Background: an optimization exercise with open tools, aiming at small area, a short achievable clock period and few clock cycles. Do not read the settings as production practice.
The RTL was checked by simulation tests, not by an equivalence proof against the original design.
Power is estimated from default activity; no workload was simulated.

// crc8_framer
module crc8_framer (
    input  wire         clk,
    input  wire         rst,
    input  wire         rx_valid,
    input  wire [7:0]   rx_data,
    output wire         rx_ready,
    output wire         tx_valid,
    output wire [7:0]   tx_data,
    input  wire         tx_ready,
    input  wire         cmd_valid,
    output wire         cmd_ready,
    input  wire [7:0]   cmd_code,
    input  wire [7:0]   cmd_arg,
    input  wire [151:0] cmd_pkt,
    output reg          res_valid,
    output reg          res_ok,
    output reg  [31:0]  res_word,
    output reg  [151:0] res_pkt,
    output wire         pkt_avail,
    output wire         q_full
);
Size: roughly 2900 flip-flops, roughly 380 I/O pins.
==> flow/config.mk <==
export PLATFORM = sky130hd
export DESIGN_NAME = crc8_framer
export DESIGN_NICKNAME = crc8_framer
export VERILOG_FILES = /design/flow/design.v
export SDC_FILE = /design/flow/constraint.sdc
export NUM_CORES = 4
export LEC_CHECK = 0
export CAP_MARGIN = 20
export CORE_MARGIN = 2
export CORE_UTILIZATION = 65
export CTS_CLUSTER_DIAMETER = 100
export CTS_CLUSTER_SIZE = 24
export PLACE_DENSITY = 0.72
export SETUP_SLACK_MARGIN = 5
export SLEW_MARGIN = 20
export TNS_END_PERCENT = 10
==> flow/constraint.sdc <==
create_clock -name core_clock -period 8.0 [get_ports {clk}]
set_input_delay 1.6000 -clock core_clock [delete_from_list [all_inputs] [get_ports {clk}]]
set_output_delay 1.6000 -clock core_clock [all_outputs]
set_load 0.01 [all_outputs]
run.sh (not shown) runs the stock make flow with config.mk's settings and CLKGATE_MAP_FILE= SYNTH_SCRIPT=/design/flow/synth_recipe.tcl, a recipe that flattens the netlist after the stock synthesis.
Testbench counts at the start, summed over its fixed seeds: cycles 9,983.
Next try:
Settings changed: CAP_MARGIN 20 to 10, CTS_CLUSTER_DIAMETER 100 to 90, CTS_CLUSTER_SIZE 24 to 28, SLEW_MARGIN 20 to 10, TNS_END_PERCENT 10 to unset.
The new run ran to the end with no violations.
Area after synthesis is unchanged.
Sequential power stays flat.
Hold slack gets better by 0.016 ns.
Wire length increases by 0.44%.
Total power decreases by 2.9%.
Global-route usage decreases by 0.10 points.
Setup slack gets better by 0.11 ns.
Count of clock-buffer cells in the layout decreases by 33.
Register-to-register slack gets better by 0.07 ns.
Final area increases by 0.49%.
Next try:
Settings changed: CAP_MARGIN 10 to 20, CTS_CLUSTER_DIAMETER 90 to 100, CTS_CLUSTER_SIZE 28 to 24, SLEW_MARGIN 10 to 20.
Outcome:
- via count goes up by 0.80%
- worst setup slack is better by 0.0048 ns
- flip-flop and latch count is unchanged
- clock power goes up by 11%
- routed wire length goes up by 1.2%
Next try:
Settings changed: CORE_UTILIZATION 65 to 70, CTS_CLUSTER_DIAMETER 100 to 90, CTS_CLUSTER_SIZE 24 to 28, PLACE_DENSITY 0.72 to 0.76.
Outcome:
- utilization grows by 5.7 points
- final cell count shrinks by 1.9%
- area after synthesis stays the same
- power shrinks by 2.6%
- clock skew shrinks by 0.0044 ns
- non-clock buffer count grows by 13
- setup slack gets worse by 0.029 ns
- sequential share of layout area grows by 0.24 points

* * *

Starting RTL as in the previous note.
clock: 8.0 ns
lec_check: 0
abc_clock_period_in_ps: 2000
cap_margin: 20
core_margin: 2
core_utilization: 65
cts_cluster_diameter: 90
cts_cluster_size: 28
place_density: 0.72
setup_slack_margin: 5
slew_margin: 20
Testbench counts at the start, summed over its fixed seeds: cycles 9,983.
==> next run, changes <==
Settings changed: ABC_CLOCK_PERIOD_IN_PS 2000 to unset.
The changed run went through all stages and came out clean.
Combinational power barely changes.
Routed wire length does not change.
Final cell count stays the same.
Clock-buffer cell count stays the same.
Die area stays the same.
Worst setup slack does not change.
Synthesized cell count is unchanged.
Power does not change.
Core utilization stays the same.
Clock power barely changes.
==> next run, changes <==
Settings changed: PLACE_DENSITY 0.72 to 0.66.
The changed run passed the timing, design-rule and antenna checks.
Via count is about the same.
Global-route usage falls by 0.25 points.
Die area is unchanged.
Total power stays flat.
Cell area is about the same.
Area after synthesis does not change.
Worst setup slack loses 52 ps.
Cell count hardly moves.

[static timing again, ports no longer ideal]
The flow's constraints put no driver on any port. The routed layouts listed below were extracted and timed again, unchanged, in two steps.
Step 1 assumes that a clkbuf_16 drives the clock port and a buf_2 every other input.
Step 2 times the ports against the registers' clock, not the clock port: input delays grow and output delays shrink by t, the midpoint of the rising clock arrivals with the driver on.
Three values: ideal ports, drivers, drivers and shift; two values: the first two.
run	shift t [ns]	setup WS [ns]	worst setup path after step 2	clock arrival spread, ns	worst slew at a driven data input, ns
the first run of note 1	0.865	4.856 / 4.770 / 3.905	input to register	0.073 / 0.073	0.16
the second run of note 1	0.845	4.969 / 4.823 / 3.978	input to register	0.068 / 0.068	0.25
the third run of note 1	0.858	4.974 / 4.856 / 3.998	input to register	0.064 / 0.064	0.20
the fourth run of note 1	0.829	4.944 / 4.835 / 4.006	input to register	0.067 / 0.066	0.23
the first run of note 2	0.845	4.969 / 4.823 / 3.978	input to register	0.068 / 0.068	0.25
the second run of note 2	0.845	4.969 / 4.823 / 3.978	input to register	0.068 / 0.068	0.25
the third run of note 2	0.833	4.916 / 4.900 / 4.067	input to register	0.074 / 0.074	0.16
After both steps setup and hold are still met in every run listed.
